Background: an optimization exercise with open tools, aiming at small area and a short achievable clock period. Do not read the settings as production practice. Only simulation tests tie the RTL to the original design; equivalence was not proved.

## infoled_core
module infoled_core (
    input  wire        clk,
    input  wire        rst,
    input  wire [31:0] now_us,
    input  wire        cmd_valid,
    input  wire [18:0] cmd_word,
    input  wire [5:0]  sym_rd_addr,
    output wire        out_symbol_value,
    output wire [7:0]  out_brightness,
    output wire        out_flatten,
    output wire [7:0]  ri_brightness,
    output wire        ri_calib_active,
    output wire [3:0]  ri_calib_index,
    output wire        ri_frame_active,
    output wire [5:0]  ri_frame_index,
    output wire [1:0]  checksum,
    output wire [15:0] payload_q,
    output wire [31:0] epoch_q,
    output wire [4:0]  status,
    output wire        sym_rd_data,
    output wire        sym_rd_valid
);
Size: roughly 1500 cells after synthesis, ~53 flip-flops, roughly 13000 sq um of cells after synthesis.
clock: 200.0 ns
lec_check: 0
abc_area: 1
cap_margin: 20
core_margin: 2
core_utilization: 55
cts_buf_list: sky130_fd_sc_hd__clkbuf_8
slew_margin: 20
synth_hierarchical: 1
synth_minimum_keep_size: 0
standard.sh (not shown) runs the stock make flow with config.mk's settings and CLKGATE_MAP_FILE= SYNTH_SCRIPT=/design/flow/synth_recipe.tcl, a recipe that flattens the netlist after the stock synthesis.
==> flow/flow/run.sh <==
#!/bin/bash
set -euo pipefail
export BUFFER_PORTS_ARGS="-buffer_cell sky130_fd_sc_hd__buf_1"
bash standard.sh finish > standard_flow.log 2>&1
Rerun with:
--- a/flow/config.mk
+++ b/flow/config.mk
@@ -9,5 +9,5 @@
 export CAP_MARGIN = 20
 export CORE_MARGIN = 2
-export CORE_UTILIZATION = 55
+export CORE_UTILIZATION = 80
 export CTS_BUF_LIST = sky130_fd_sc_hd__clkbuf_8
 export SLEW_MARGIN = 20
Effect: The new run went through all stages and came out clean. Hold slack stays flat. Global-route usage grows by 18 points. Worst setup slack is worse by 0.93 ns.


infoled_core again, from the RTL that the note above started with.
// infoled_core
module infoled_core (
    input  wire        clk,
    input  wire        rst,
    input  wire [31:0] now_us,
    input  wire        cmd_valid,
    input  wire [18:0] cmd_word,
    input  wire [5:0]  sym_rd_addr,
    output wire        out_symbol_value,
    output wire [7:0]  out_brightness,
    output wire        out_flatten,
    output wire [7:0]  ri_brightness,
    output wire        ri_calib_active,
    output wire [3:0]  ri_calib_index,
    output wire        ri_frame_active,
    output wire [5:0]  ri_frame_index,
    output wire [1:0]  checksum,
    output wire [15:0] payload_q,
    output wire [31:0] epoch_q,
    output wire [4:0]  status,
    output wire        sym_rd_data,
    output wire        sym_rd_valid
);
    reg [15:0] payload;
    reg [1:0]  pattern;
    reg        en;
    reg [31:0] epoch;
    reg        err_busy;
    reg        err_illegal;
    wire [2:0]  op   = cmd_word[18:16];
    wire [15:0] data = cmd_word[15:0];
    always @(posedge clk) begin
        if (rst) begin
            payload     <= 16'h0000;
            pattern     <= 2'b00;
            en          <= 1'b0;
            epoch       <= 32'd0;
  ...
clock: 200.0 ns
lec_check: 0
abc_area: 1
cap_margin: 20
core_margin: 2
core_utilization: 70
cts_buf_list: sky130_fd_sc_hd__clkbuf_8
slew_margin: 20
synth_hierarchical: 1
synth_minimum_keep_size: 0
Scripts as last shown in full above: flow/flow/run.sh
The first run ran to the end with no violations.
Then changed:
--- a/flow/config.mk
+++ b/flow/config.mk
@@ -11,2 +11 @@
-export CORE_UTILIZATION = 70
-export CTS_BUF_LIST = sky130_fd_sc_hd__clkbuf_8
+export CORE_UTILIZATION = 55
Utilization drops by 15 points.
Wire length climbs by 4.1%.
Die area climbs by 26%.
Global-route usage drops by 5.3 points.
Hold slack gains 5.1 ps.
Then changed:
--- a/flow/config.mk
+++ b/flow/config.mk
@@ -11 +11,3 @@
-export CORE_UTILIZATION = 55
+export CORE_UTILIZATION = 70
+export CTS_BUF_LIST = sky130_fd_sc_hd__clkbuf_8
+export GPL_TIMING_DRIVEN = 1
=> Clock-buffer cell count stays the same; synthesized cell count does not change; sequential share of layout area is about the same; critical path depth is unchanged; area after synthesis is unchanged; routed wire length came out lower by 4.0%.
Then changed:
--- a/flow/config.mk
+++ b/flow/config.mk
@@ -13 +13 @@
-export GPL_TIMING_DRIVEN = 1
+export PLACE_DENSITY = 0.85
Effect:
- synthesized cell count does not change
- routed wire length climbs by 4.2%

-- what the ideal ports hide --
The results above use ideal ports. As a check the final layouts listed here were re-extracted and re-timed, cells and wires unchanged. Step 1, drivers: a clkbuf_16 drives clk and a buf_2 each remaining input, both assumed. Step 2 also shifts input and output timing later by t, the mid clock arrival at the registers, as if the neighbouring blocks saw the same clock. Three values: ideal ports, drivers, drivers and shift; two values: the first two.
| run | shift t [ns] | setup WS [ns] | worst register clock-pin slew, ns |
|---|---|---|---|
| the first run of note 1 | 0.352 | 90.879 / 90.857 / 90.857 | 0.11 / 0.11 |
| the second run of note 1 | 0.351 | 89.950 / 89.930 / 89.930 | 0.10 / 0.10 |
| the first run of note 2 | 0.355 | 90.794 / 90.774 / 90.774 | 0.11 / 0.11 |
| the second run of note 2 | 0.333 | 90.888 / 90.866 / 90.866 | 0.08 / 0.08 |
| the third run of note 2 | 0.355 | 90.794 / 90.774 / 90.774 | 0.11 / 0.11 |
| the fourth run of note 2 | 0.359 | 90.797 / 90.766 / 90.766 | 0.12 / 0.12 |
After both steps setup and hold are still met in every run listed. For the fourth run of note 2, which loses most, drivers alone change the setup slack by -0.031 ns; drivers and shift together by -0.031 ns.
